This is an optimization exercise on Yosys and OpenROAD, not a production implementation. In this exercise RTL edits were held to simulation tests only and were not proved equivalent to the original.

==> flow/config.mk <==
export PLATFORM = sky130hd
export DESIGN_NAME = xoshiro_pow
export DESIGN_NICKNAME = xoshiro_pow
export VERILOG_FILES = /design/flow/design.v
export SDC_FILE = /design/flow/constraint.sdc
export NUM_CORES = 4
export LEC_CHECK = 0
export CAP_MARGIN = 20
export CORE_MARGIN = 2
export CORE_UTILIZATION = 28
export MIN_ROUTING_LAYER = met2
export PLACE_DENSITY = 0.42
export SETUP_SLACK_MARGIN = 3
export SLEW_MARGIN = 20
==> flow/constraint.sdc <==
create_clock -name core_clock -period 75.0 [get_ports {clk}]
set_input_delay 15.0000 -clock core_clock [delete_from_list [all_inputs] [get_ports {clk}]]
set_output_delay 15.0000 -clock core_clock [all_outputs]
set_load 0.01 [all_outputs]
==> flow/design.v <==
module xoshiro256p_step (
    input  wire [63:0] s0_i,
    input  wire [63:0] s1_i,
    input  wire [63:0] s2_i,
    input  wire [63:0] s3_i,
    output wire [63:0] s0_o,
    output wire [63:0] s1_o,
    output wire [63:0] s2_o,
    output wire [63:0] s3_o
);
    wire [63:0] t    = s1_i << 17;
    wire [63:0] s2_a = s2_i ^ s0_i;
    wire [63:0] s3_a = s3_i ^ s1_i;
    assign s1_o = s1_i ^ s2_a;
    assign s0_o = s0_i ^ s3_a;
    assign s2_o = s2_a ^ t;
    assign s3_o = {s3_a[18:0], s3_a[63:19]};    
endmodule
module padd #(parameter W = 31, parameter L = 5) (
    input  wire [W-1:0] a_i,
    input  wire [W-1:0] b_i,
    input  wire         c_i,
    output wire [W-1:0] s_o
);
    localparam N = W + 1;                     
    wire [N*(L+1)-1:0] G, P;
    assign G[N-1:0] = {a_i & b_i, c_i};
    assign P[N-1:0] = {a_i ^ b_i, 1'b0};
    genvar l, i;
    generate
        for (l = 0; l < L; l = l + 1) begin : g_lv
            for (i = 0; i < N; i = i + 1) begin : g_bit
                if ((i >> l) & 1) begin : g_op
                    localparam integer J = ((i >> l) << l) - 1;
                    assign G[N*(l+1)+i] = G[N*l+i] | (P[N*l+i] & G[N*l+J]);
                    assign P[N*(l+1)+i] = P[N*l+i] & P[N*l+J];
                end else begin : g_pass
                    assign G[N*(l+1)+i] = G[N*l+i];
                    assign P[N*(l+1)+i] = P[N*l+i];
                end
            end
        end
    endgenerate
    assign s_o = P[W:1] ^ G[N*L +: W];
endmodule
module bidx_tab (
    input  wire [5:0]   n_i,
    output wire [239:0] pt_o,
    output wire [79:0]  hi_o,
    output wire [63:0]  tap_o
);
    assign pt_o =
        ({240{n_i == 6'd1}} & 240'h000000000000000000000000000000000000000000000000000000000000) |
        ({240{n_i == 6'd2}} & 240'h000000000000000000000000000000000000000000000000000000000401) |
        ({240{n_i == 6'd3}} & 240'h008201040208041008201040208041008201040208041008201040208041) |
        ({240{n_i == 6'd4}} & 240'h000000000000000000000000000000000000000000000000000000000c41) |
        ({240{n_i == 6'd5}} & 240'h10c831044320c4110c831044320c4110c831044320c4110c831044320c41) |
        ({240{n_i == 6'd6}} & 240'h008801100220044008801100220044008801100220044008801100220c41) |
        ({240{n_i == 6'd7}} & 240'h18826208a120c4131045090620988228483104c41142418826208a120c41) |
        ({240{n_i == 6'd8}} & 240'h000000000000000000000000000000000000000000000000000008020c41) |
        ({240{n_i == 6'd9}} & 240'h1882329c6820c41194e34106208ca71a0831046538d041882329c6820c41) |
        ({240{n_i == 6'd10}} & 240'h120881184822046120881184822046120881184822046120881184820c41) |
        ({240{n_i == 6'd11}} & 240'h1882930ca7491450a08310526194e9228a1410620a4c329d245142820c41) |
        ({240{n_i == 6'd12}} & 240'h020804100820104020804100820104020804100820104020804100820c41) |
        ({240{n_i == 6'd13}} & 240'h52d8930d8820c4121d412a54b624c36208310487504a952d8930d8820c41) |
        ({240{n_i == 6'd14}} & 240'h5090620988228483104c41142418826208a120c413104509062098820c41) |
        ({240{n_i == 6'd15}} & 240'h620831058820c41620831058820c41620831058820c41620831058820c41) |
        ({240{n_i == 6'd16}} & 240'h000000000000000000000000000000000000000000000000000018820c41) |
        ({240{n_i == 6'd17}} & 240'h2a5ae7c18820c412a5ae7c18820c412a5ae7c18820c412a5ae7c18820c41) |
        ({240{n_i == 6'd18}} & 240'h6094c741882304a63a0c41182531d06208c1298e831046094c7418820c41) |
        ({240{n_i == 6'd19}} & 240'h70d6d7c512489c75360c410620bd45930ce1adaf8a249138ea6c18820c41) |
        ({240{n_i == 6'd20}} & 240'h620886418822190620886418822190620886418822190620886418820c41) |
        ({240{n_i == 6'd21}} & 240'h188265c18820c4132e0c410620997062083104cb83104188265c18820c41) |
        ({240{n_i == 6'd22}} & 240'h7099433a12a11506208e132867425422a0c411c2650ce84a845418820c41) |
        ({240{n_i == 6'd23}} & 240'h498686c849831041883261a03692490c106209a1624c3436424c18820c41) |
        ({240{n_i == 6'd24}} & 240'h022004400880110022004400880110022004400880110022004418820c41) |
        ({240{n_i == 6'd25}} & 240'hb5f1261a2375cf062083104ed9a2cb1492d8d6d7c498688dd73c18820c41) |
        ({240{n_i == 6'd26}} & 240'h56196341882404e2514e95958658d0620901389453a56561963418820c41) |
        ({240{n_i == 6'd27}} & 240'h1ae75be59a68e8aa960c410620d5c7646c35ceb7cb34d1d1552c18820c41) |
        ({240{n_i == 6'd28}} & 240'hc41142418826208a120c4131045090620988228483104c41142418820c41) |
        ({240{n_i == 6'd29}} & 240'h620831050fb09747a8ab8dd5a6c6b9d6f9571f724ba78930d31c18820c41) |
        ({240{n_i == 6'd30}} & 240'h620921418824850620921418824850620921418824850620921418820c41) |
        ({240{n_i == 6'd31}} & 240'h18838820c4144306208310710418828860c410620e208310510c18820c41) |
        ({240{n_i == 6'd32}} & 240'h000000000000000000000000000000000000000000000000100418820c41);
    assign hi_o =
        ({80{n_i == 6'd1}} & 80'h00000000000000000000) |
        ({80{n_i == 6'd2}} & 80'h00000000000000000000) |
        ({80{n_i == 6'd3}} & 80'h00440088011002200440) |
        ({80{n_i == 6'd4}} & 80'h00000000000000000000) |
        ({80{n_i == 6'd5}} & 80'h00c24100612080309040) |
        ({80{n_i == 6'd6}} & 80'h01040208041008201040) |
        ({80{n_i == 6'd7}} & 80'h200661142400cc228480) |
        ({80{n_i == 6'd8}} & 80'h00000000000000000000) |
        ({80{n_i == 6'd9}} & 80'h19c460940440ce2304a0) |
        ({80{n_i == 6'd10}} & 80'h020c4101062080831040) |
        ({80{n_i == 6'd11}} & 80'h3a12a00443214c742540) |
        ({80{n_i == 6'd12}} & 80'h01100220044008801100) |
        ({80{n_i == 6'd13}} & 80'h618070a0491a88b2b0c0) |
        ({80{n_i == 6'd14}} & 80'h2014613104028c262080) |
        ({80{n_i == 6'd15}} & 80'h03569394617314831040) |
        ({80{n_i == 6'd16}} & 80'h00000000000000000000) |
        ({80{n_i == 6'd17}} & 80'h2190a63a01194e95b5e0) |
        ({80{n_i == 6'd18}} & 80'h640465380443202329c0) |
        ({80{n_i == 6'd19}} & 80'h2ae24540697890e09da0) |
        ({80{n_i == 6'd20}} & 80'h02204601102300881180) |
        ({80{n_i == 6'd21}} & 80'h91e26815e470da260560) |
        ({80{n_i == 6'd22}} & 80'h9228a0304e240d245140) |
        ({80{n_i == 6'd23}} & 80'ha2c503d5838a2cd24920) |
        ({80{n_i == 6'd24}} & 80'h04100820104020804100) |
        ({80{n_i == 6'd25}} & 80'h2de09151a6c4543ab8e0) |
        ({80{n_i == 6'd26}} & 80'h618147205682898930c0) |
        ({80{n_i == 6'd27}} & 80'hac1660de4d40f347a8a0) |
        ({80{n_i == 6'd28}} & 80'h20314831040629062080) |
        ({80{n_i == 6'd29}} & 80'h8354720778ac9ec49860) |
        ({80{n_i == 6'd30}} & 80'h07358b52507314831040) |
        ({80{n_i == 6'd31}} & 80'h7b9ac5a928398a418820) |
        ({80{n_i == 6'd32}} & 80'h00000000000000000000);
    assign tap_o =
        ({64{n_i == 6'd1}} & 64'hffffffffffffffff) |
        ({64{n_i == 6'd2}} & 64'h5555555555555555) |
        ({64{n_i == 6'd3}} & 64'h9249249249249249) |
        ({64{n_i == 6'd4}} & 64'h1111111111111111) |
        ({64{n_i == 6'd5}} & 64'h1084210842108421) |
        ({64{n_i == 6'd6}} & 64'h1041041041041041) |
        ({64{n_i == 6'd7}} & 64'h8102040810204081) |
        ({64{n_i == 6'd8}} & 64'h0101010101010101) |
        ({64{n_i == 6'd9}} & 64'h8040201008040201) |
        ({64{n_i == 6'd10}} & 64'h1004010040100401) |
        ({64{n_i == 6'd11}} & 64'h0080100200400801) |
        ({64{n_i == 6'd12}} & 64'h1001001001001001) |
        ({64{n_i == 6'd13}} & 64'h0010008004002001) |
        ({64{n_i == 6'd14}} & 64'h0100040010004001) |
        ({64{n_i == 6'd15}} & 64'h1000200040008001) |
        ({64{n_i == 6'd16}} & 64'h0001000100010001) |
        ({64{n_i == 6'd17}} & 64'h0008000400020001) |
        ({64{n_i == 6'd18}} & 64'h0040001000040001) |
        ({64{n_i == 6'd19}} & 64'h0200004000080001) |
        ({64{n_i == 6'd20}} & 64'h1000010000100001) |
        ({64{n_i == 6'd21}} & 64'h8000040000200001) |
        ({64{n_i == 6'd22}} & 64'h0000100000400001) |
        ({64{n_i == 6'd23}} & 64'h0000400000800001) |
        ({64{n_i == 6'd24}} & 64'h0001000001000001) |
        ({64{n_i == 6'd25}} & 64'h0004000002000001) |
        ({64{n_i == 6'd26}} & 64'h0010000004000001) |
        ({64{n_i == 6'd27}} & 64'h0040000008000001) |
        ({64{n_i == 6'd28}} & 64'h0100000010000001) |
        ({64{n_i == 6'd29}} & 64'h0400000020000001) |
        ({64{n_i == 6'd30}} & 64'h1000000040000001) |
        ({64{n_i == 6'd31}} & 64'h4000000080000001) |
        ({64{n_i == 6'd32}} & 64'h0000000100000001);
endmodule
module sched_tab (
    input  wire [5:0] n_i,
    output wire [6:0] fc_o,
    output wire [5:0] fo_o,
    output wire [6:0] lc_o,
    output wire [5:0] lo_o
);
    assign fc_o =
        ({7{n_i == 6'd1}} & 7'd0) |
        ({7{n_i == 6'd2}} & 7'd0) |
        ({7{n_i == 6'd3}} & 7'd0) |
        ({7{n_i == 6'd4}} & 7'd0) |
        ({7{n_i == 6'd5}} & 7'd0) |
        ({7{n_i == 6'd6}} & 7'd0) |
        ({7{n_i == 6'd7}} & 7'd0) |
        ({7{n_i == 6'd8}} & 7'd0) |
        ({7{n_i == 6'd9}} & 7'd0) |
        ({7{n_i == 6'd10}} & 7'd0) |
        ({7{n_i == 6'd11}} & 7'd0) |
        ({7{n_i == 6'd12}} & 7'd0) |
        ({7{n_i == 6'd13}} & 7'd0) |
        ({7{n_i == 6'd14}} & 7'd0) |
        ({7{n_i == 6'd15}} & 7'd0) |
        ({7{n_i == 6'd16}} & 7'd0) |
        ({7{n_i == 6'd17}} & 7'd0) |
        ({7{n_i == 6'd18}} & 7'd0) |
        ({7{n_i == 6'd19}} & 7'd0) |
        ({7{n_i == 6'd20}} & 7'd1) |
        ({7{n_i == 6'd21}} & 7'd1) |
        ({7{n_i == 6'd22}} & 7'd1) |
        ({7{n_i == 6'd23}} & 7'd1) |
        ({7{n_i == 6'd24}} & 7'd1) |
        ({7{n_i == 6'd25}} & 7'd1) |
        ({7{n_i == 6'd26}} & 7'd1) |
        ({7{n_i == 6'd27}} & 7'd1) |
        ({7{n_i == 6'd28}} & 7'd1) |
        ({7{n_i == 6'd29}} & 7'd1) |
        ({7{n_i == 6'd30}} & 7'd1) |
        ({7{n_i == 6'd31}} & 7'd1) |
        ({7{n_i == 6'd32}} & 7'd1);
    assign fo_o =
        ({6{n_i == 6'd1}} & 6'd1) |
        ({6{n_i == 6'd2}} & 6'd2) |
        ({6{n_i == 6'd3}} & 6'd3) |
        ({6{n_i == 6'd4}} & 6'd4) |
        ({6{n_i == 6'd5}} & 6'd5) |
        ({6{n_i == 6'd6}} & 6'd6) |
        ({6{n_i == 6'd7}} & 6'd7) |
        ({6{n_i == 6'd8}} & 6'd8) |
        ({6{n_i == 6'd9}} & 6'd9) |
        ({6{n_i == 6'd10}} & 6'd10) |
        ({6{n_i == 6'd11}} & 6'd11) |
        ({6{n_i == 6'd12}} & 6'd12) |
        ({6{n_i == 6'd13}} & 6'd13) |
        ({6{n_i == 6'd14}} & 6'd14) |
        ({6{n_i == 6'd15}} & 6'd15) |
        ({6{n_i == 6'd16}} & 6'd16) |
        ({6{n_i == 6'd17}} & 6'd17) |
        ({6{n_i == 6'd18}} & 6'd18) |
        ({6{n_i == 6'd19}} & 6'd19) |
        ({6{n_i == 6'd20}} & 6'd0) |
        ({6{n_i == 6'd21}} & 6'd1) |
        ({6{n_i == 6'd22}} & 6'd2) |
        ({6{n_i == 6'd23}} & 6'd3) |
        ({6{n_i == 6'd24}} & 6'd4) |
        ({6{n_i == 6'd25}} & 6'd5) |
        ({6{n_i == 6'd26}} & 6'd6) |
        ({6{n_i == 6'd27}} & 6'd7) |
        ({6{n_i == 6'd28}} & 6'd8) |
        ({6{n_i == 6'd29}} & 6'd9) |
        ({6{n_i == 6'd30}} & 6'd10) |
        ({6{n_i == 6'd31}} & 6'd11) |
        ({6{n_i == 6'd32}} & 6'd12);
    assign lc_o =
        ({7{n_i == 6'd1}} & 7'd51) |
        ({7{n_i == 6'd2}} & 7'd51) |
        ({7{n_i == 6'd3}} & 7'd51) |
        ({7{n_i == 6'd4}} & 7'd51) |
        ({7{n_i == 6'd5}} & 7'd51) |
        ({7{n_i == 6'd6}} & 7'd51) |
        ({7{n_i == 6'd7}} & 7'd51) |
        ({7{n_i == 6'd8}} & 7'd51) |
        ({7{n_i == 6'd9}} & 7'd51) |
        ({7{n_i == 6'd10}} & 7'd51) |
        ({7{n_i == 6'd11}} & 7'd51) |
        ({7{n_i == 6'd12}} & 7'd51) |
        ({7{n_i == 6'd13}} & 7'd51) |
        ({7{n_i == 6'd14}} & 7'd51) |
        ({7{n_i == 6'd15}} & 7'd51) |
        ({7{n_i == 6'd16}} & 7'd51) |
        ({7{n_i == 6'd17}} & 7'd52) |
        ({7{n_i == 6'd18}} & 7'd52) |
        ({7{n_i == 6'd19}} & 7'd52) |
        ({7{n_i == 6'd20}} & 7'd52) |
        ({7{n_i == 6'd21}} & 7'd52) |
        ({7{n_i == 6'd22}} & 7'd52) |
        ({7{n_i == 6'd23}} & 7'd52) |
        ({7{n_i == 6'd24}} & 7'd52) |
        ({7{n_i == 6'd25}} & 7'd52) |
        ({7{n_i == 6'd26}} & 7'd52) |
        ({7{n_i == 6'd27}} & 7'd52) |
        ({7{n_i == 6'd28}} & 7'd52) |
        ({7{n_i == 6'd29}} & 7'd52) |
        ({7{n_i == 6'd30}} & 7'd52) |
        ({7{n_i == 6'd31}} & 7'd52) |
        ({7{n_i == 6'd32}} & 7'd52);
    assign lo_o =
        ({6{n_i == 6'd1}} & 6'd4) |
        ({6{n_i == 6'd2}} & 6'd5) |
        ({6{n_i == 6'd3}} & 6'd6) |
        ({6{n_i == 6'd4}} & 6'd7) |
        ({6{n_i == 6'd5}} & 6'd8) |
        ({6{n_i == 6'd6}} & 6'd9) |
        ({6{n_i == 6'd7}} & 6'd10) |
        ({6{n_i == 6'd8}} & 6'd11) |
        ({6{n_i == 6'd9}} & 6'd12) |
        ({6{n_i == 6'd10}} & 6'd13) |
        ({6{n_i == 6'd11}} & 6'd14) |
        ({6{n_i == 6'd12}} & 6'd15) |
        ({6{n_i == 6'd13}} & 6'd16) |
        ({6{n_i == 6'd14}} & 6'd17) |
        ({6{n_i == 6'd15}} & 6'd18) |
        ({6{n_i == 6'd16}} & 6'd19) |
        ({6{n_i == 6'd17}} & 6'd0) |
        ({6{n_i == 6'd18}} & 6'd1) |
        ({6{n_i == 6'd19}} & 6'd2) |
        ({6{n_i == 6'd20}} & 6'd3) |
        ({6{n_i == 6'd21}} & 6'd4) |
        ({6{n_i == 6'd22}} & 6'd5) |
        ({6{n_i == 6'd23}} & 6'd6) |
        ({6{n_i == 6'd24}} & 6'd7) |
        ({6{n_i == 6'd25}} & 6'd8) |
        ({6{n_i == 6'd26}} & 6'd9) |
        ({6{n_i == 6'd27}} & 6'd10) |
        ({6{n_i == 6'd28}} & 6'd11) |
        ({6{n_i == 6'd29}} & 6'd12) |
        ({6{n_i == 6'd30}} & 6'd13) |
        ({6{n_i == 6'd31}} & 6'd14) |
        ({6{n_i == 6'd32}} & 6'd15);
endmodule
module bidx_sum (
    input  wire [30:0]  x_i,
    input  wire [239:0] pt_i,
    output wire [8:0]   s_o
);
    wire [31:0] xx = {1'b0, x_i};
    wire [79:0] t;
    genvar g;
    generate
        for (g = 0; g < 16; g = g + 1) begin : g_dig
            wire [1:0] d = xx[2*g +: 2];
            assign t[g*5 +: 5] = (d == 2'd1) ? pt_i[(3*g)*5 +: 5] :
                                 (d == 2'd2) ? pt_i[(3*g+1)*5 +: 5] :
                                 (d == 2'd3) ? pt_i[(3*g+2)*5 +: 5] : 5'd0;
        end
    endgenerate
    wire c1 = t[0] ^ t[5] ^ t[10];
    wire c2 = (t[0] & t[5]) | (t[0] & t[10]) | (t[5] & t[10]);
    wire c3 = t[15] ^ t[20] ^ t[25];
    wire c4 = (t[15] & t[20]) | (t[15] & t[25]) | (t[20] & t[25]);
    wire c5 = t[30] ^ t[35] ^ t[40];
    wire c6 = (t[30] & t[35]) | (t[30] & t[40]) | (t[35] & t[40]);
    wire c7 = t[45] ^ t[50] ^ t[55];
    wire c8 = (t[45] & t[50]) | (t[45] & t[55]) | (t[50] & t[55]);
    wire c9 = t[60] ^ t[65] ^ t[70];
    wire c10 = (t[60] & t[65]) | (t[60] & t[70]) | (t[65] & t[70]);
    wire c11 = t[1] ^ t[6] ^ t[11];
    wire c12 = (t[1] & t[6]) | (t[1] & t[11]) | (t[6] & t[11]);
    wire c13 = t[16] ^ t[21] ^ t[26];
    wire c14 = (t[16] & t[21]) | (t[16] & t[26]) | (t[21] & t[26]);
    wire c15 = t[31] ^ t[36] ^ t[41];
    wire c16 = (t[31] & t[36]) | (t[31] & t[41]) | (t[36] & t[41]);
    wire c17 = t[46] ^ t[51] ^ t[56];
    wire c18 = (t[46] & t[51]) | (t[46] & t[56]) | (t[51] & t[56]);
    wire c19 = t[61] ^ t[66] ^ t[71];
    wire c20 = (t[61] & t[66]) | (t[61] & t[71]) | (t[66] & t[71]);
    wire c21 = t[2] ^ t[7] ^ t[12];
    wire c22 = (t[2] & t[7]) | (t[2] & t[12]) | (t[7] & t[12]);
    wire c23 = t[17] ^ t[22] ^ t[27];
    wire c24 = (t[17] & t[22]) | (t[17] & t[27]) | (t[22] & t[27]);
    wire c25 = t[32] ^ t[37] ^ t[42];
    wire c26 = (t[32] & t[37]) | (t[32] & t[42]) | (t[37] & t[42]);
    wire c27 = t[47] ^ t[52] ^ t[57];
    wire c28 = (t[47] & t[52]) | (t[47] & t[57]) | (t[52] & t[57]);
    wire c29 = t[62] ^ t[67] ^ t[72];
    wire c30 = (t[62] & t[67]) | (t[62] & t[72]) | (t[67] & t[72]);
    wire c31 = t[3] ^ t[8] ^ t[13];
    wire c32 = (t[3] & t[8]) | (t[3] & t[13]) | (t[8] & t[13]);
    wire c33 = t[18] ^ t[23] ^ t[28];
    wire c34 = (t[18] & t[23]) | (t[18] & t[28]) | (t[23] & t[28]);
    wire c35 = t[33] ^ t[38] ^ t[43];
    wire c36 = (t[33] & t[38]) | (t[33] & t[43]) | (t[38] & t[43]);
    wire c37 = t[48] ^ t[53] ^ t[58];
    wire c38 = (t[48] & t[53]) | (t[48] & t[58]) | (t[53] & t[58]);
    wire c39 = t[63] ^ t[68] ^ t[73];
    wire c40 = (t[63] & t[68]) | (t[63] & t[73]) | (t[68] & t[73]);
    wire c41 = t[4] ^ t[9] ^ t[14];
    wire c42 = (t[4] & t[9]) | (t[4] & t[14]) | (t[9] & t[14]);
    wire c43 = t[19] ^ t[24] ^ t[29];
    wire c44 = (t[19] & t[24]) | (t[19] & t[29]) | (t[24] & t[29]);
    wire c45 = t[34] ^ t[39] ^ t[44];
    wire c46 = (t[34] & t[39]) | (t[34] & t[44]) | (t[39] & t[44]);
    wire c47 = t[49] ^ t[54] ^ t[59];
    wire c48 = (t[49] & t[54]) | (t[49] & t[59]) | (t[54] & t[59]);
    wire c49 = t[64] ^ t[69] ^ t[74];
    wire c50 = (t[64] & t[69]) | (t[64] & t[74]) | (t[69] & t[74]);
    wire c51 = c1 ^ c3 ^ c5;
    wire c52 = (c1 & c3) | (c1 & c5) | (c3 & c5);
    wire c53 = c7 ^ c9 ^ t[75];
    wire c54 = (c7 & c9) | (c7 & t[75]) | (c9 & t[75]);
    wire c55 = c2 ^ c4 ^ c6;
    wire c56 = (c2 & c4) | (c2 & c6) | (c4 & c6);
    wire c57 = c8 ^ c10 ^ c11;
    wire c58 = (c8 & c10) | (c8 & c11) | (c10 & c11);
    wire c59 = c13 ^ c15 ^ c17;
    wire c60 = (c13 & c15) | (c13 & c17) | (c15 & c17);
    wire c61 = c12 ^ c14 ^ c16;
    wire c62 = (c12 & c14) | (c12 & c16) | (c14 & c16);
    wire c63 = c18 ^ c20 ^ c21;
    wire c64 = (c18 & c20) | (c18 & c21) | (c20 & c21);
    wire c65 = c23 ^ c25 ^ c27;
    wire c66 = (c23 & c25) | (c23 & c27) | (c25 & c27);
    wire c67 = c22 ^ c24 ^ c26;
    wire c68 = (c22 & c24) | (c22 & c26) | (c24 & c26);
    wire c69 = c28 ^ c30 ^ c31;
    wire c70 = (c28 & c30) | (c28 & c31) | (c30 & c31);
    wire c71 = c33 ^ c35 ^ c37;
    wire c72 = (c33 & c35) | (c33 & c37) | (c35 & c37);
    wire c73 = c32 ^ c34 ^ c36;
    wire c74 = (c32 & c34) | (c32 & c36) | (c34 & c36);
    wire c75 = c38 ^ c40 ^ c41;
    wire c76 = (c38 & c40) | (c38 & c41) | (c40 & c41);
    wire c77 = c43 ^ c45 ^ c47;
    wire c78 = (c43 & c45) | (c43 & c47) | (c45 & c47);
    wire c79 = c42 ^ c44 ^ c46;
    wire c80 = (c42 & c44) | (c42 & c46) | (c44 & c46);
    wire c81 = c52 ^ c54 ^ c55;
    wire c82 = (c52 & c54) | (c52 & c55) | (c54 & c55);
    wire c83 = c57 ^ c59 ^ c19;
    wire c84 = (c57 & c59) | (c57 & c19) | (c59 & c19);
    wire c85 = c56 ^ c58 ^ c60;
    wire c86 = (c56 & c58) | (c56 & c60) | (c58 & c60);
    wire c87 = c61 ^ c63 ^ c65;
    wire c88 = (c61 & c63) | (c61 & c65) | (c63 & c65);
    wire c89 = c62 ^ c64 ^ c66;
    wire c90 = (c62 & c64) | (c62 & c66) | (c64 & c66);
    wire c91 = c67 ^ c69 ^ c71;
    wire c92 = (c67 & c69) | (c67 & c71) | (c69 & c71);
    wire c93 = c68 ^ c70 ^ c72;
    wire c94 = (c68 & c70) | (c68 & c72) | (c70 & c72);
    wire c95 = c73 ^ c75 ^ c77;
    wire c96 = (c73 & c75) | (c73 & c77) | (c75 & c77);
    wire c97 = c74 ^ c76 ^ c78;
    wire c98 = (c74 & c76) | (c74 & c78) | (c76 & c78);
    wire c99 = c79 ^ c48 ^ c50;
    wire c100 = (c79 & c48) | (c79 & c50) | (c48 & c50);
    wire c101 = c81 ^ c83 ^ t[76];
    wire c102 = (c81 & c83) | (c81 & t[76]) | (c83 & t[76]);
    wire c103 = c82 ^ c84 ^ c85;
    wire c104 = (c82 & c84) | (c82 & c85) | (c84 & c85);
    wire c105 = c87 ^ c29 ^ t[77];
    wire c106 = (c87 & c29) | (c87 & t[77]) | (c29 & t[77]);
    wire c107 = c86 ^ c88 ^ c89;
    wire c108 = (c86 & c88) | (c86 & c89) | (c88 & c89);
    wire c109 = c91 ^ c39 ^ t[78];
    wire c110 = (c91 & c39) | (c91 & t[78]) | (c39 & t[78]);
    wire c111 = c90 ^ c92 ^ c93;
    wire c112 = (c90 & c92) | (c90 & c93) | (c92 & c93);
    wire c113 = c95 ^ c49 ^ t[79];
    wire c114 = (c95 & c49) | (c95 & t[79]) | (c49 & t[79]);
    wire c115 = c94 ^ c96 ^ c97;
    wire c116 = (c94 & c96) | (c94 & c97) | (c96 & c97);
    wire c117 = c98 ^ c100 ^ c80;
    wire c118 = (c98 & c100) | (c98 & c80) | (c100 & c80);
    wire c119 = c102 ^ c103 ^ c105;
    wire c120 = (c102 & c103) | (c102 & c105) | (c103 & c105);
    wire c121 = c104 ^ c106 ^ c107;
    wire c122 = (c104 & c106) | (c104 & c107) | (c106 & c107);
    wire c123 = c108 ^ c110 ^ c111;
    wire c124 = (c108 & c110) | (c108 & c111) | (c110 & c111);
    wire c125 = c112 ^ c114 ^ c115;
    wire c126 = (c112 & c114) | (c112 & c115) | (c114 & c115);
    wire c127 = c120 ^ c121 ^ c109;
    wire c128 = (c120 & c121) | (c120 & c109) | (c121 & c109);
    wire c129 = c122 ^ c123 ^ c113;
    wire c130 = (c122 & c123) | (c122 & c113) | (c123 & c113);
    wire c131 = c124 ^ c125 ^ c99;
    wire c132 = (c124 & c125) | (c124 & c99) | (c125 & c99);
    wire c133 = c126 ^ c116 ^ c117;
    wire c134 = (c126 & c116) | (c126 & c117) | (c116 & c117);
    wire [8:0] sa = {1'b0, c134, c132, c130, c128, c127, c119, c101, c51};
    wire [8:0] sb = {1'b0, c118, c133, c131, c129, 1'b0, 1'b0, 1'b0, c53};
    padd #(.W(9), .L(4)) u_add (.a_i(sa), .b_i(sb), .c_i(1'b0), .s_o(s_o));
endmodule
module bidx_fold (
    input  wire [8:0]  s_i,
    input  wire [79:0] hi_i,
    output wire [5:0]  y_o
);
    wire [4:0] h = hi_i[s_i[8:5]*5 +: 5];
    assign y_o = {1'b0, s_i[4:0]} + {1'b0, h};
endmodule
module lzc64 (
    input  wire [63:0] x_i,
    output reg  [6:0]  n_o
);
    integer i;
    always @(*) begin
        n_o = 7'd64;
        for (i = 0; i < 64; i = i + 1)
            if (x_i[i])
                n_o = 7'd63 - i[6:0];
    end
endmodule
module xoshiro_pow (
    input  wire        clk,
    input  wire        rst,       
    input  wire        req,
    input  wire        we,
    input  wire [7:0]  addr,      
    input  wire [1:0]  size,      
    input  wire [31:0] wdata,
    output reg         rvalid,
    output reg  [31:0] rdata,
    output reg         err,
    output wire        done_o
);
    localparam BUF_WORDS = 32;                        
    localparam K  = 20;                               
    localparam [63:0] SEED_INIT = 64'h001ED8B55FAC9DEC;
    localparam [63:0] SEED_ONE  = 64'h2FD89DDCD351E3DC;   
    localparam [31:0] BD_NEG = 32'h05A8082C;
    localparam [31:0] BD_ONE = 32'h414EF42F;
    localparam [31:0] BD_TWO = 32'h0EB00A10;
    localparam [1:0] S_IDLE = 2'd0, S_PREP = 2'd1, S_RUN = 2'd2, S_FOUND = 2'd3;
    localparam [3:0] CMD_NOP = 4'h0, CMD_START = 4'h1, CMD_ABORT = 4'h2, CMD_CLRERR = 4'h3;
    localparam [3:0] E_NONE = 4'h0, E_BAD_CMD = 4'h1, E_BUSY_START = 4'h2,
                     E_BAD_BUF_LEN = 4'h3, E_BUS_ERR = 4'h4;
    reg [7:0]  diff_reg;
    reg [31:0] buflen_reg;
    reg [31:0] digest [0:7];
    reg [3:0]  err_reg;
    reg [1:0]  state;
    reg [63:0] lh [0:3];
    reg [7:0]  diff_l;
    reg [5:0]  n_l;
    reg [6:0]  cyc;           
    reg [63:0] s0, s1, s2, s3;    
    reg [63:0] seed_a;        
    reg [63:0] seed_b;        
    reg [63:0] prod;          
    reg [5:0]  mcnt;
    reg [31:0] nonce_b;       
    reg        ref_valid;     
    reg [63:0] par_main;      
    reg [63:0] par_ref;       
    reg [63:0] r0, r1, r2, r3;    
    reg [63:0] acc;           
    wire busy  = (state == S_PREP) || (state == S_RUN);
    wire found = (state == S_FOUND);
    wire run   = (state == S_RUN);
    assign done_o = found;
    wire        acc_ok  = (size == 2'd2) && (addr[1:0] == 2'b00);
    wire [5:0]  reg_idx = addr[7:2];
    wire [3:0]  cmd     = wdata[3:0];
    wire        wr_ctrl = req && we && acc_ok && (reg_idx == 6'h00);
    wire        buflen_ok = (buflen_reg != 32'd0) && (buflen_reg <= BUF_WORDS);
    wire        start_ok  = wr_ctrl && (cmd == CMD_START) && !busy && buflen_ok;
    wire        abort     = wr_ctrl && (cmd == CMD_ABORT);
    reg [3:0]  raise;    
    always @(*) begin
        raise = E_NONE;
        if (req) begin
            if (!acc_ok)
                raise = E_BUS_ERR;
            else if (wr_ctrl) begin
                if (cmd >= 4'h4)
                    raise = E_BAD_CMD;
                else if (cmd == CMD_START) begin
                    if (busy)
                        raise = E_BUSY_START;
                    else if (!buflen_ok)
                        raise = E_BAD_BUF_LEN;
                end
            end
        end
    end
    wire [3:0] phase_rd = found ? 4'h8 : (busy ? 4'h5 : 4'h0);
    reg [31:0] rd_val;
    always @(*) begin
        case (reg_idx)
            6'h01: rd_val = {20'd0, err_reg, phase_rd, 2'b00, found, busy};
            6'h02: rd_val = {24'd0, diff_reg};
            6'h03: rd_val = buflen_reg;
            6'h04: rd_val = digest[0];
            6'h05: rd_val = digest[1];
            6'h06: rd_val = digest[2];
            6'h07: rd_val = digest[3];
            6'h08: rd_val = digest[4];
            6'h09: rd_val = digest[5];
            6'h0A: rd_val = digest[6];
            6'h0B: rd_val = digest[7];
            6'h0C: rd_val = nonce_b;
            6'h0D: rd_val = BUF_WORDS;
            6'h0E: rd_val = acc[31:0];
            6'h0F: rd_val = acc[63:32];
            6'h10: rd_val = seed_b[31:0];
            6'h11: rd_val = seed_b[63:32];
            default: rd_val = 32'd0;
        endcase
    end
    always @(posedge clk) begin
        if (rst) begin
            rvalid <= 1'b0;
            rdata  <= 32'd0;
            err    <= 1'b0;
        end else begin
            rvalid <= req;
            err    <= req && !acc_ok;
            rdata  <= (req && !we && acc_ok) ? rd_val : 32'd0;
        end
    end
    integer k;
    always @(posedge clk) begin
        if (rst) begin
            diff_reg   <= 8'd12;
            buflen_reg <= BUF_WORDS;
            for (k = 0; k < 8; k = k + 1)
                digest[k] <= 32'd0;
            err_reg    <= E_NONE;
        end else begin
            if (req && we && acc_ok) begin
                case (reg_idx)
                    6'h02: diff_reg   <= wdata[7:0];
                    6'h03: buflen_reg <= wdata;
                    6'h04: digest[0]  <= wdata;
                    6'h05: digest[1]  <= wdata;
                    6'h06: digest[2]  <= wdata;
                    6'h07: digest[3]  <= wdata;
                    6'h08: digest[4]  <= wdata;
                    6'h09: digest[5]  <= wdata;
                    6'h0A: digest[6]  <= wdata;
                    6'h0B: digest[7]  <= wdata;
                    default: ;
                endcase
            end
            if (wr_ctrl && cmd == CMD_CLRERR)
                err_reg <= E_NONE;
            else if (raise != E_NONE && err_reg == E_NONE)
                err_reg <= raise;
        end
    end
    wire [64*K+63:0] c0, c1, c2, c3;
    assign c0[63:0] = s0;
    assign c1[63:0] = s1;
    assign c2[63:0] = s2;
    assign c3[63:0] = s3;
    wire [239:0] pt;
    wire [79:0]  hit_tab;
    wire [63:0]  taps;
    bidx_tab u_tab (.n_i(n_l), .pt_o(pt), .hi_o(hit_tab), .tap_o(taps));
    wire [6:0]  fc, lc;
    wire [5:0]  fo, lo;
    sched_tab u_sched (.n_i(n_l), .fc_o(fc), .fo_o(fo), .lc_o(lc), .lo_o(lo));
    wire        cyc_first = (cyc == fc);
    wire        cyc_lastc = (cyc == lc);
    wire        cyc_in    = (cyc > fc) && (cyc < lc);
    wire        last      = cyc_lastc;
    reg [31*K-1:0] xA;
    reg [K-1:0] vA;
    wire [6*K-1:0] yB;
    genvar p;
    generate
        for (p = 0; p < K; p = p + 1) begin : g_pos
            xoshiro256p_step u_step (
                .s0_i(c0[64*p +: 64]), .s1_i(c1[64*p +: 64]), .s2_i(c2[64*p +: 64]), .s3_i(c3[64*p +: 64]),
                .s0_o(c0[64*p+64 +: 64]), .s1_o(c1[64*p+64 +: 64]), .s2_o(c2[64*p+64 +: 64]), .s3_o(c3[64*p+64 +: 64])
            );
            wire [30:0] x;
            padd #(.W(31), .L(5)) u_add (.a_i(c0[64*p +: 31]), .b_i(c3[64*p +: 31]), .c_i(1'b0), .s_o(x));
            wire [8:0]  s;
            bidx_sum u_sum (.x_i(xA[31*p +: 31]), .pt_i(pt), .s_o(s));
            wire [5:0]  y;
            bidx_fold u_fold (.s_i(s), .hi_i(hit_tab), .y_o(y));
            assign yB[p*6 +: 6] = y;
            wire v = run && (cyc_in || (cyc_first && !cyc_lastc && (p >= fo)) ||
                             (cyc_lastc && !cyc_first && (p <= lo)) ||
                             (cyc_first && cyc_lastc && (p >= fo) && (p <= lo)));
            always @(posedge clk) begin
                xA[31*p +: 31] <= x;
                vA[p]    <= v;
            end
        end
    endgenerate
    reg [63:0] picks;
    integer q;
    always @(*) begin
        picks = 64'd0;
        for (q = 0; q < K; q = q + 1)
            if (vA[q])
                picks = picks ^ (64'd1 << yB[q*6 +: 6]);
    end
    wire [63:0] r0_n, r1_n, r2_n, r3_n;
    xoshiro256p_step u_ref (
        .s0_i(r0), .s1_i(r1), .s2_i(r2), .s3_i(r3),
        .s0_o(r0_n), .s1_o(r1_n), .s2_o(r2_n), .s3_o(r3_n)
    );
    wire [63:0] ref_r;
    padd #(.W(64), .L(7)) u_radd (.a_i(r0), .b_i(r3), .c_i(1'b0), .s_o(ref_r));
    wire        ref_act  = run && ref_valid && (cyc != 7'd0) && (cyc <= {1'b0, n_l});
    wire        ref_last = ref_act && (cyc == {1'b0, n_l});
    wire        ref_pick = ^(par_ref & taps);      
    wire [63:0] acc_n    = acc ^ (ref_pick ? ref_r : 64'd0);
    wire [63:0] dmask = ~(64'hFFFF_FFFF_FFFF_FFFF >> diff_l[6:0]);
    wire        pass  = (diff_l <= 8'd64) && ((acc_n & dmask) == 64'd0);
    wire        hit   = ref_last && pass;
    wire [4:0]  dig  = 5'd31 - mcnt[4:0];
    wire [63:0] mop  = (BD_ONE[dig] ? seed_a : 64'd0) | (BD_TWO[dig] ? {seed_a[62:0], 1'b0} : 64'd0);
    wire [63:0] prod_n;
    padd #(.W(64), .L(7)) u_madd (.a_i({prod[61:0], 2'b00}), .b_i(BD_NEG[dig] ? ~mop : mop),
                                  .c_i(BD_NEG[dig]), .s_o(prod_n));
    wire bnd      = (state == S_PREP) || (run && last);    
    always @(posedge clk) begin
        if (rst)
            state <= S_IDLE;
        else if (start_ok)
            state <= S_PREP;
        else if (abort)
            state <= S_IDLE;
        else if (hit)
            state <= S_FOUND;
        else if (state == S_PREP)
            state <= S_RUN;
    end
    always @(posedge clk) begin
        if (!busy) begin
            lh[0]  <= {digest[0], digest[1]};
            lh[1]  <= {digest[2], digest[3]};
            lh[2]  <= {digest[4], digest[5]};
            lh[3]  <= {digest[6], digest[7]};
            diff_l <= diff_reg;
            n_l    <= buflen_reg[5:0];
        end
    end
    always @(posedge clk) begin
        if (!busy) begin
            prod <= SEED_ONE;                  
        end else if (bnd) begin
            s0     <= lh[0] ^ prod;
            s1     <= lh[1] ^ prod;
            s2     <= lh[2] ^ prod;
            s3     <= lh[3] ^ prod;
            seed_a <= prod;
            prod   <= 64'd0;
            mcnt   <= 6'd0;
            cyc    <= 7'd0;
            ref_valid <= run;
        end else begin
            s0  <= c0[64*K +: 64];
            s1  <= c1[64*K +: 64];
            s2  <= c2[64*K +: 64];
            s3  <= c3[64*K +: 64];
            cyc <= cyc + 7'd1;
            if (!mcnt[5]) begin
                prod <= prod_n;
                mcnt <= mcnt + 6'd1;
            end
        end
    end
    always @(posedge clk) begin
        if (rst) begin
            seed_b  <= SEED_INIT;
            nonce_b <= 32'd0;
        end else if (busy && !hit) begin
            if (state == S_PREP) begin
                nonce_b <= 32'd0;
            end else if (bnd) begin
                seed_b <= seed_a;
                if (ref_valid)
                    nonce_b <= nonce_b + 32'd1;
            end
        end
    end
    wire ref_load = run && (cyc == 7'd0);
    always @(posedge clk) begin
        if (busy) begin
            if (ref_load) begin
                par_ref  <= par_main ^ picks;
                par_main <= 64'd1;            
                r0       <= lh[0] ^ seed_b;
                r1       <= lh[1] ^ seed_b;
                r2       <= lh[2] ^ seed_b;
                r3       <= lh[3] ^ seed_b;
            end else begin
                par_main <= par_main ^ picks;
                if (ref_act) begin
                    par_ref <= {1'b0, par_ref[63:1]};
                    r0      <= r0_n;
                    r1      <= r1_n;
                    r2      <= r2_n;
                    r3      <= r3_n;
                end
            end
        end
    end
    always @(posedge clk) begin
        if (rst)
            acc <= 64'd0;
        else if (ref_load)
            acc <= 64'd0;
        else if (ref_act)
            acc <= acc_n;
    end
endmodule
==> flow/run.sh <==
#!/bin/bash
# synth_recipe.tcl (not shown) runs the flow's synth.tcl, then flattens the netlist and writes it again
# the make line also repeats each setting of config.mk as NAME=value (left out here)
make -C /OpenROAD-flow-scripts/flow DESIGN_CONFIG=/design/flow/config.mk WORK_HOME=/design/flow/orfs CLKGATE_MAP_FILE= SYNTH_SCRIPT=/design/flow/synth_recipe.tcl finish
==> reports/results.ini, run 1 <==
[grt]
grt_usage_pct=91.12
grt_pass1_vias=454800
grt_max_degree=162
overflow=17670
grt_pass1_wl_um=4091000

[clock_network]
cts_sinks=2187
cts_resized=0
cts-root-buf=clkbuf_16
hold_buffers=0
cts_max_level=5
cts_setup_buffers=0
clockBufferDepth=5
cts_buffers=331

[synth]
synth_edf_count=988
synth-main-ff-cell=dfxtp_1
yosys-top-cells-area=xnor2_1, edfxtp_1, fa_1, dfxtp_1, xor2_1
synth_top_cells_by_count=xnor2_1, nand2_1, nor2_1, xor2_1, o21ai_0
ys_types=93
yosysMostFrequentCell=xnor2_1
postSynthAreaPerCell_um2=8.753
yosys_warnings=3
yosysTopAreaCellShare_pct=17.47
yosysTopAreaCell=xnor2_1
postSynth.asyncResetShare_pct=0
synth_area_mm2=0.2734
seq_area_frac_synth_pct=19.63
synth_seq_cells=2187
synthCells=31230
syn_nets=33700

[placed_design]
place_congestion=1.458
place_hpwl_um=2082000
io_buffers=80
dp_slack_ps=55670
dp_cells=44190

[floorplan]
ioPinCount=81
chipWidth_um=992.1
initial_core_util_pct=28.11
die_h_um=992.1
std_cell_rows=362

[outcome]
toolErrorMsg=[ERROR GRT-0116] Global routing finished with congestion. Check the congestion regions in the DRC Viewer.
status=did not finish
stop_stage=global routing

-- metal layers --
layer,track usage (%),GRT overflow
met1,-,-
met2,91.42,1788
met3,100.4,13420
met4,76.93,972
met5,83.95,1493
-- worst min-delay path by stage --
stage | endpoint | cells after the start | slack [ps] | from
global placement | lh[0][41] | 0 | 440 | digest[0][9]
floorplan | seed_a[61] | 0 | 410 | prod[61]
detailed placement | lh[0][11] | 0 | 440 | digest[1][11]
CTS | lh[1][20] | 0 | 430 | digest[3][20]
-- stage by stage --
stage	utilization [%]	instance area [um^2]
CTS	32.33	314400
detailed placement	31.21	303500
global placement	31.00	301500
floorplan	-	273400
-- cells by family after synthesis --
family,after synthesis,synth area share (%)
xor+xnor,8719,31.56
buf+inv,3750,5.199
compound gates,6062,13.50
flops,2187,19.63
mux,589,3.732
fa+ha+maj,2418,14.88
simple gates,7506,11.49
==> inputs of run 2 (changes only) <==
--- a/flow/design.v
+++ b/flow/design.v
@@ -173,8 +173,8 @@
         ({7{n_i == 6'd14}} & 7'd0) |
         ({7{n_i == 6'd15}} & 7'd0) |
-        ({7{n_i == 6'd16}} & 7'd0) |
-        ({7{n_i == 6'd17}} & 7'd0) |
-        ({7{n_i == 6'd18}} & 7'd0) |
-        ({7{n_i == 6'd19}} & 7'd0) |
+        ({7{n_i == 6'd16}} & 7'd1) |
+        ({7{n_i == 6'd17}} & 7'd1) |
+        ({7{n_i == 6'd18}} & 7'd1) |
+        ({7{n_i == 6'd19}} & 7'd1) |
         ({7{n_i == 6'd20}} & 7'd1) |
         ({7{n_i == 6'd21}} & 7'd1) |
@@ -189,5 +189,5 @@
         ({7{n_i == 6'd30}} & 7'd1) |
         ({7{n_i == 6'd31}} & 7'd1) |
-        ({7{n_i == 6'd32}} & 7'd1);
+        ({7{n_i == 6'd32}} & 7'd2);
     assign fo_o =
         ({6{n_i == 6'd1}} & 6'd1) |
@@ -206,71 +206,71 @@
         ({6{n_i == 6'd14}} & 6'd14) |
         ({6{n_i == 6'd15}} & 6'd15) |
-        ({6{n_i == 6'd16}} & 6'd16) |
-        ({6{n_i == 6'd17}} & 6'd17) |
-        ({6{n_i == 6'd18}} & 6'd18) |
-        ({6{n_i == 6'd19}} & 6'd19) |
-        ({6{n_i == 6'd20}} & 6'd0) |
-        ({6{n_i == 6'd21}} & 6'd1) |
-        ({6{n_i == 6'd22}} & 6'd2) |
-        ({6{n_i == 6'd23}} & 6'd3) |
-        ({6{n_i == 6'd24}} & 6'd4) |
-        ({6{n_i == 6'd25}} & 6'd5) |
-        ({6{n_i == 6'd26}} & 6'd6) |
-        ({6{n_i == 6'd27}} & 6'd7) |
-        ({6{n_i == 6'd28}} & 6'd8) |
-        ({6{n_i == 6'd29}} & 6'd9) |
-        ({6{n_i == 6'd30}} & 6'd10) |
-        ({6{n_i == 6'd31}} & 6'd11) |
-        ({6{n_i == 6'd32}} & 6'd12);
+        ({6{n_i == 6'd16}} & 6'd0) |
+        ({6{n_i == 6'd17}} & 6'd1) |
+        ({6{n_i == 6'd18}} & 6'd2) |
+        ({6{n_i == 6'd19}} & 6'd3) |
+        ({6{n_i == 6'd20}} & 6'd4) |
+        ({6{n_i == 6'd21}} & 6'd5) |
+        ({6{n_i == 6'd22}} & 6'd6) |
+        ({6{n_i == 6'd23}} & 6'd7) |
+        ({6{n_i == 6'd24}} & 6'd8) |
+        ({6{n_i == 6'd25}} & 6'd9) |
+        ({6{n_i == 6'd26}} & 6'd10) |
+        ({6{n_i == 6'd27}} & 6'd11) |
+        ({6{n_i == 6'd28}} & 6'd12) |
+        ({6{n_i == 6'd29}} & 6'd13) |
+        ({6{n_i == 6'd30}} & 6'd14) |
+        ({6{n_i == 6'd31}} & 6'd15) |
+        ({6{n_i == 6'd32}} & 6'd0);
     assign lc_o =
-        ({7{n_i == 6'd1}} & 7'd51) |
-        ({7{n_i == 6'd2}} & 7'd51) |
-        ({7{n_i == 6'd3}} & 7'd51) |
-        ({7{n_i == 6'd4}} & 7'd51) |
-        ({7{n_i == 6'd5}} & 7'd51) |
-        ({7{n_i == 6'd6}} & 7'd51) |
-        ({7{n_i == 6'd7}} & 7'd51) |
-        ({7{n_i == 6'd8}} & 7'd51) |
-        ({7{n_i == 6'd9}} & 7'd51) |
-        ({7{n_i == 6'd10}} & 7'd51) |
-        ({7{n_i == 6'd11}} & 7'd51) |
-        ({7{n_i == 6'd12}} & 7'd51) |
-        ({7{n_i == 6'd13}} & 7'd51) |
-        ({7{n_i == 6'd14}} & 7'd51) |
-        ({7{n_i == 6'd15}} & 7'd51) |
-        ({7{n_i == 6'd16}} & 7'd51) |
-        ({7{n_i == 6'd17}} & 7'd52) |
-        ({7{n_i == 6'd18}} & 7'd52) |
-        ({7{n_i == 6'd19}} & 7'd52) |
-        ({7{n_i == 6'd20}} & 7'd52) |
-        ({7{n_i == 6'd21}} & 7'd52) |
-        ({7{n_i == 6'd22}} & 7'd52) |
-        ({7{n_i == 6'd23}} & 7'd52) |
-        ({7{n_i == 6'd24}} & 7'd52) |
-        ({7{n_i == 6'd25}} & 7'd52) |
-        ({7{n_i == 6'd26}} & 7'd52) |
-        ({7{n_i == 6'd27}} & 7'd52) |
-        ({7{n_i == 6'd28}} & 7'd52) |
-        ({7{n_i == 6'd29}} & 7'd52) |
-        ({7{n_i == 6'd30}} & 7'd52) |
-        ({7{n_i == 6'd31}} & 7'd52) |
-        ({7{n_i == 6'd32}} & 7'd52);
+        ({7{n_i == 6'd1}} & 7'd64) |
+        ({7{n_i == 6'd2}} & 7'd64) |
+        ({7{n_i == 6'd3}} & 7'd64) |
+        ({7{n_i == 6'd4}} & 7'd64) |
+        ({7{n_i == 6'd5}} & 7'd64) |
+        ({7{n_i == 6'd6}} & 7'd64) |
+        ({7{n_i == 6'd7}} & 7'd64) |
+        ({7{n_i == 6'd8}} & 7'd64) |
+        ({7{n_i == 6'd9}} & 7'd64) |
+        ({7{n_i == 6'd10}} & 7'd64) |
+        ({7{n_i == 6'd11}} & 7'd64) |
+        ({7{n_i == 6'd12}} & 7'd64) |
+        ({7{n_i == 6'd13}} & 7'd64) |
+        ({7{n_i == 6'd14}} & 7'd64) |
+        ({7{n_i == 6'd15}} & 7'd64) |
+        ({7{n_i == 6'd16}} & 7'd64) |
+        ({7{n_i == 6'd17}} & 7'd65) |
+        ({7{n_i == 6'd18}} & 7'd65) |
+        ({7{n_i == 6'd19}} & 7'd65) |
+        ({7{n_i == 6'd20}} & 7'd65) |
+        ({7{n_i == 6'd21}} & 7'd65) |
+        ({7{n_i == 6'd22}} & 7'd65) |
+        ({7{n_i == 6'd23}} & 7'd65) |
+        ({7{n_i == 6'd24}} & 7'd65) |
+        ({7{n_i == 6'd25}} & 7'd65) |
+        ({7{n_i == 6'd26}} & 7'd65) |
+        ({7{n_i == 6'd27}} & 7'd65) |
+        ({7{n_i == 6'd28}} & 7'd65) |
+        ({7{n_i == 6'd29}} & 7'd65) |
+        ({7{n_i == 6'd30}} & 7'd65) |
+        ({7{n_i == 6'd31}} & 7'd65) |
+        ({7{n_i == 6'd32}} & 7'd65);
     assign lo_o =
-        ({6{n_i == 6'd1}} & 6'd4) |
-        ({6{n_i == 6'd2}} & 6'd5) |
-        ({6{n_i == 6'd3}} & 6'd6) |
-        ({6{n_i == 6'd4}} & 6'd7) |
-        ({6{n_i == 6'd5}} & 6'd8) |
-        ({6{n_i == 6'd6}} & 6'd9) |
-        ({6{n_i == 6'd7}} & 6'd10) |
-        ({6{n_i == 6'd8}} & 6'd11) |
-        ({6{n_i == 6'd9}} & 6'd12) |
-        ({6{n_i == 6'd10}} & 6'd13) |
-        ({6{n_i == 6'd11}} & 6'd14) |
-        ({6{n_i == 6'd12}} & 6'd15) |
-        ({6{n_i == 6'd13}} & 6'd16) |
-        ({6{n_i == 6'd14}} & 6'd17) |
-        ({6{n_i == 6'd15}} & 6'd18) |
-        ({6{n_i == 6'd16}} & 6'd19) |
+        ({6{n_i == 6'd1}} & 6'd0) |
+        ({6{n_i == 6'd2}} & 6'd1) |
+        ({6{n_i == 6'd3}} & 6'd2) |
+        ({6{n_i == 6'd4}} & 6'd3) |
+        ({6{n_i == 6'd5}} & 6'd4) |
+        ({6{n_i == 6'd6}} & 6'd5) |
+        ({6{n_i == 6'd7}} & 6'd6) |
+        ({6{n_i == 6'd8}} & 6'd7) |
+        ({6{n_i == 6'd9}} & 6'd8) |
+        ({6{n_i == 6'd10}} & 6'd9) |
+        ({6{n_i == 6'd11}} & 6'd10) |
+        ({6{n_i == 6'd12}} & 6'd11) |
+        ({6{n_i == 6'd13}} & 6'd12) |
+        ({6{n_i == 6'd14}} & 6'd13) |
+        ({6{n_i == 6'd15}} & 6'd14) |
+        ({6{n_i == 6'd16}} & 6'd15) |
         ({6{n_i == 6'd17}} & 6'd0) |
         ({6{n_i == 6'd18}} & 6'd1) |
@@ -478,5 +478,5 @@
 );
     localparam BUF_WORDS = 32;                        
-    localparam K  = 20;                               
+    localparam K  = 16;                               
     localparam [63:0] SEED_INIT = 64'h001ED8B55FAC9DEC;
     localparam [63:0] SEED_ONE  = 64'h2FD89DDCD351E3DC;   
@@ -499,5 +499,4 @@
     reg [63:0] s0, s1, s2, s3;    
     reg [63:0] seed_a;        
-    reg [63:0] seed_b;        
     reg [63:0] prod;          
     reg [5:0]  mcnt;
@@ -556,6 +555,6 @@
             6'h0E: rd_val = acc[31:0];
             6'h0F: rd_val = acc[63:32];
-            6'h10: rd_val = seed_b[31:0];
-            6'h11: rd_val = seed_b[63:32];
+            6'h10: rd_val = seed_a[31:0];
+            6'h11: rd_val = seed_a[63:32];
             default: rd_val = 32'd0;
         endcase
@@ -672,4 +671,5 @@
                                   .c_i(BD_NEG[dig]), .s_o(prod_n));
     wire bnd      = (state == S_PREP) || (run && last);    
+    wire ref_done = ref_last && !pass;                     
     always @(posedge clk) begin
         if (rst)
@@ -698,12 +698,13 @@
             prod <= SEED_ONE;                  
         end else if (bnd) begin
-            s0     <= lh[0] ^ prod;
-            s1     <= lh[1] ^ prod;
-            s2     <= lh[2] ^ prod;
-            s3     <= lh[3] ^ prod;
-            seed_a <= prod;
-            prod   <= 64'd0;
-            mcnt   <= 6'd0;
-            cyc    <= 7'd0;
+            s0  <= lh[0] ^ prod;
+            s1  <= lh[1] ^ prod;
+            s2  <= lh[2] ^ prod;
+            s3  <= lh[3] ^ prod;
+            cyc <= 7'd0;
+            if (state == S_PREP) begin
+                prod <= 64'd0;
+                mcnt <= 6'd0;
+            end
             ref_valid <= run;
         end else begin
@@ -713,5 +714,8 @@
             s3  <= c3[64*K +: 64];
             cyc <= cyc + 7'd1;
-            if (!mcnt[5]) begin
+            if (ref_done) begin
+                prod <= 64'd0;
+                mcnt <= 6'd0;
+            end else if (!mcnt[5]) begin
                 prod <= prod_n;
                 mcnt <= mcnt + 6'd1;
@@ -721,12 +725,14 @@
     always @(posedge clk) begin
         if (rst) begin
-            seed_b  <= SEED_INIT;
+            seed_a  <= SEED_INIT;
             nonce_b <= 32'd0;
-        end else if (busy && !hit) begin
+        end else if (busy) begin
             if (state == S_PREP) begin
+                seed_a  <= prod;
                 nonce_b <= 32'd0;
-            end else if (bnd) begin
-                seed_b <= seed_a;
-                if (ref_valid)
+            end else begin
+                if (ref_done)
+                    seed_a <= prod;
+                if (bnd && ref_valid && !hit)
                     nonce_b <= nonce_b + 32'd1;
             end
@@ -739,8 +745,8 @@
                 par_ref  <= par_main ^ picks;
                 par_main <= 64'd1;            
-                r0       <= lh[0] ^ seed_b;
-                r1       <= lh[1] ^ seed_b;
-                r2       <= lh[2] ^ seed_b;
-                r3       <= lh[3] ^ seed_b;
+                r0       <= lh[0] ^ seed_a;
+                r1       <= lh[1] ^ seed_a;
+                r2       <= lh[2] ^ seed_a;
+                r3       <= lh[3] ^ seed_a;
             end else begin
                 par_main <= par_main ^ picks;
--- a/flow/config.mk
+++ b/flow/config.mk
@@ -8,7 +8,7 @@
 export CAP_MARGIN = 20
 export CORE_MARGIN = 2
-export CORE_UTILIZATION = 28
+export CORE_UTILIZATION = 25
 export MIN_ROUTING_LAYER = met2
-export PLACE_DENSITY = 0.42
+export PLACE_DENSITY = 0.4
 export SETUP_SLACK_MARGIN = 3
 export SLEW_MARGIN = 20
==> reports/results.ini, run 2 <==
[synth]
postSynthAreaPerCell_um2=8.750  ; was 8.753 um^2
yosysTopAreaCell=xnor2_1  ; unchanged
seq_area_frac_synth_pct=21.49  ; was 19.63%
synth_area_mm2=0.2289  ; was 0.2734 mm^2
synth_edf_count=924  ; was 988
synthCells=26160  ; was 31230
yosys-top-cells-area=xnor2_1, edfxtp_1, fa_1, dfxtp_1, xor2_1  ; unchanged
yosysMostFrequentCell=xnor2_1  ; unchanged
synth_top_cells_by_count=xnor2_1, nand2_1, nor2_1, xor2_1, o21ai_0  ; unchanged
postSynth.asyncResetShare_pct=0  ; unchanged
yosysTopAreaCellShare_pct=16.81  ; was 17.47%
ys_types=87  ; was 93
synth_seq_cells=1995  ; was 2187
synth-main-ff-cell=dfxtp_1  ; unchanged
syn_nets=28170  ; was 33700
yosys_warnings=3  ; unchanged

[clock_network]
cts_resized=0  ; unchanged
hold_buffers=0  ; unchanged
clockBufferDepth=4  ; was 5
cts_max_level=5  ; unchanged
cts-root-buf=clkbuf_16  ; unchanged
cts_sinks=1995  ; was 2187
cts_buffers=299  ; was 331
cts_setup_buffers=0  ; unchanged

[outcome]
stop_stage=global routing  ; unchanged
status=did not finish  ; unchanged
toolErrorMsg=[ERROR GRT-0116] Global routing finished with congestion. Check the congestion regions in the DRC Viewer.  ; unchanged

[floorplan]
initial_core_util_pct=25.07  ; was 28.11%
ioPinCount=81  ; unchanged
chipWidth_um=960.9  ; was 992.1 um
die_h_um=960.9  ; was 992.1 um
std_cell_rows=351  ; was 362

[grt]
overflow=9678
grt_pass1_wl_um=3583000
grt_max_degree=164
grt_usage_pct=84.92
grt_pass1_vias=387700

[placed_design]
io_buffers=80  ; unchanged
dp_slack_ps=56180  ; was 55670 ps
place_hpwl_um=1822000  ; was 2082000 um
place_congestion=1.356  ; was 1.458

-- run 2: worst min path at each step --
stage                  startpoint   endpoint  slack (ps)
CTS                 digest[4][29]  lh[2][61]         470
detailed placement  digest[4][29]  lh[2][61]         450
global placement    digest[4][29]  lh[2][61]         460
floorplan            digest[6][3]  lh[3][35]         430
-- run 2: kinds of logic after synthesis --
family	Yosys count	share of synthesized area, %
compound gates	5172	14.10
simple gates	6456	11.80
fa+ha+maj	1964	14.39
mux	496	3.712
xor+xnor	7082	29.57
flops	1995	21.49
buf+inv	2996	4.941
-- run 2: metrics by stage --
step                      cells  cell area, um^2
after floorplan           26160           228900
after CTS                 39090           266000
after detailed placement  38540           255700
after global placement    38530           255000
-- run 2: per-layer routing --
metal	overflow	global-route usage [%]
met1	-	-
met2	531	87.49
met3	7739	94.40
met4	429	65.59
met5	979	77.85
==> inputs of run 3 (changes only) <==
--- a/flow/config.mk
+++ b/flow/config.mk
@@ -8,7 +8,6 @@
 export CAP_MARGIN = 20
 export CORE_MARGIN = 2
-export CORE_UTILIZATION = 25
-export MIN_ROUTING_LAYER = met2
-export PLACE_DENSITY = 0.4
+export CORE_UTILIZATION = 18
+export PLACE_DENSITY = 0.3
 export SETUP_SLACK_MARGIN = 3
 export SLEW_MARGIN = 20
==> reports/results.ini, run 3 <==
[synth]
yosys_warnings=3  ; unchanged
synthCells=26160  ; unchanged
yosysTopAreaCell=xnor2_1  ; unchanged
postSynth.asyncResetShare_pct=0  ; unchanged
ys_types=87  ; unchanged
seq_area_frac_synth_pct=21.49  ; unchanged
synth_edf_count=924  ; unchanged
synth_top_cells_by_count=xnor2_1, nand2_1, nor2_1, xor2_1, o21ai_0  ; unchanged
synth-main-ff-cell=dfxtp_1  ; unchanged
syn_nets=28170  ; unchanged
synth_seq_cells=1995  ; unchanged
yosys-top-cells-area=xnor2_1, edfxtp_1, fa_1, dfxtp_1, xor2_1  ; unchanged
yosysTopAreaCellShare_pct=16.81  ; unchanged
synth_area_mm2=0.2289  ; unchanged
postSynthAreaPerCell_um2=8.750  ; unchanged
yosysMostFrequentCell=xnor2_1  ; unchanged

[floorplan]
coreArea_mm2=1.269
initial_core_util_pct=18.04  ; was 25.07%
dieArea_mm2=1.281
chipWidth_um=1132  ; was 960.9 um
die_h_um=1132  ; was 960.9 um
std_cell_rows=414  ; was 351
ioPinCount=81  ; unchanged

[timing]
finClkSkew_ps=153.9
finalCriticalPeriod_ps=17530
slew_headroom_pct=5.841
hold_violations=0
finalSetupViolations=0
setup_tns_ps=0
fmax_mhz=57.06
fin_crit_sh_pct=23.37
rsz0062_at_grt=false
tightest_slew_ps=1407
drv_slew=0

[critical_path]
crit_required_ps=60000
cp.arrival_ps=2530
r2r_start=n_l[2]
path_class=flip-flop to output pin
startpoint_type=flip-flop
worstPathMaxFanout=4
end_kind=output pin
startpoint=state[1]

[placed_design]
place_congestion=1.029  ; was 1.356
io_buffers=80  ; unchanged
place_hpwl_um=1593000  ; was 1822000 um
dp_cells=42880  ; was 38540

[final_layout]
area_growth_pct=17.32
final_cell_mix=xnor2_1, nand2_1, nor2_1
final_common_cell=xnor2_1
nNetsFinal=28350
top_register=xA
fillers=140100
fin_util_pct=21.16
drive_gt1_share_pct=11.54
finalNonFillerCells=43960
top_regs=xA: 496 flops, digest: 256 flops, lh: 256 flops
largest_reg_flops=496

[clock_network]
cts_setup_buffers=0  ; unchanged
cts_sinks=1995  ; unchanged
clockBufferDepth=5  ; was 4
cts_buffers=298  ; was 299
cts_resized=0  ; unchanged
cts-root-buf=clkbuf_16  ; unchanged
cts_max_level=5  ; unchanged
clk_latency_ps=1130
cts_tree=done
hold_buffers=0  ; unchanged
cts.clk_slew.worst_paths_ps=60

[grt]
grt_usage_pct=28.43
grt_antenna_before_repair=344
overflow=0
grt_pass1_wl_um=2345000
grt_pass1_vias=199400
grt_max_degree=193

[drt]
wire_per_inst_um=43.23
drt_wl_total_um=1900000
drcViolationCount=0
vias=215200
drt_pass1_iterations=7
ant_nets=1
drtIter0Drc=31360
drt-vias-per-instance=4.894

[outcome]
status=complete, but fails checks  ; was did not finish
failed_checks=antenna rules

[job]
drv_cap=0

[min_path]
worstHoldStart=digest[0][16]
worstHoldPathType=flip-flop to flip-flop

-- run 3: cell counts after synthesis --
No cell type changed its count.
-- run 3: layout make-up --
class / count / area, um^2 / area share [%]
inverters: 1581 / 5944 / 2.214
repair buffers: 1294 / 10070 / 3.751
multi-input cells: 21170 / 171100 / 63.73
clock buffers: 390 / 8272 / 3.080
diodes: 543 / 1359 / 0.5060
well taps: 16850 / 21080 / 7.850
flip-flops and latches: 1995 / 49190 / 18.32
clock inverters: 140 / 1478 / 0.5503
-- run 3: worst paths after layout --
kind / end / slack [ps] / depth (start not counted)
setup reg to reg: par_ref[31] / 58370 / 42
hold / removal: lh[0][48] / 520 / 0
hold reg to reg: lh[0][48] / 520 / 0
setup / recovery: done_o / 57470 / 2
-- run 3: metal layers --
| layer | vias to the layer above | share of wire, % | global-route usage [%] |
|---|---|---|---|
| li1 | 87940 | - | - |
| met1 | 109500 | 40 | 35.47 |
| met2 | 14010 | 43 | 43.18 |
| met3 | 3639 | 7.6 | 5.592 |
| met4 | 78 | 9.3 | 21.82 |
| met5 | - | 0.043 | 0 |
-- run 3: cell families (layout without fill, tap and decap cells) --
| kind of cell | Yosys count | count (layout) | synth area share, % |
|---|---|---|---|
| compound gates | 5172 | 5172 | 14.10 |
| simple gates | 6456 | 6456 | 11.80 |
| xor+xnor | 7082 | 7082 | 29.57 |
| other cells | 0 | 543 | 0 |
| mux | 496 | 496 | 3.712 |
| fa+ha+maj | 1964 | 1964 | 14.39 |
| buf+inv | 2996 | 3405 | 4.941 |
| flops | 1995 | 1995 | 21.49 |
-- run 3: critical path: stages, from the launching register on --
cell             delay (ps)
dfxtp_1                 420
ha_1                    370
clkdlybuf4s50_1         670
-- run 3: through the flow --
step | worst slack, ps | hold WS [ps] | cell area, um^2
after floorplan | 53820 | 426.1 | 228900
after global placement | 56520 | 531.4 | 256800
after detailed placement | 56530 | 523.7 | 257200
after CTS | 57380 | 512.6 | 267000
after global routing | 57400 | 537.8 | 267600
final | 57470 | 520.5 | 268500

-- static timing again, ports no longer ideal --
Ports are ideal in the flow. The routed layout listed here was re-timed in OpenROAD. Step 1 assumes that a clkbuf_16 drives the clock port and a buf_2 every other input. Step 2, shift: input delay + t, output delay - t, t = (earliest + latest rising clock arrival at the registers) / 2. This alone moves slack from input paths to output paths. Three values: ideal ports, drivers, drivers and shift; two values: the first two.
run: run 3
t (ns): 1.218
setup WS [ns]: 57.474 / 57.307 / 56.458
worst setup path after step 2: input to register
latest minus earliest clock arrival (ns): 0.154 / 0.154
slew at the worst register clock pin (ns): 0.09 / 0.09
For run 3, drivers alone change the setup slack by -0.167 ns; drivers and shift together by -1.016 ns.
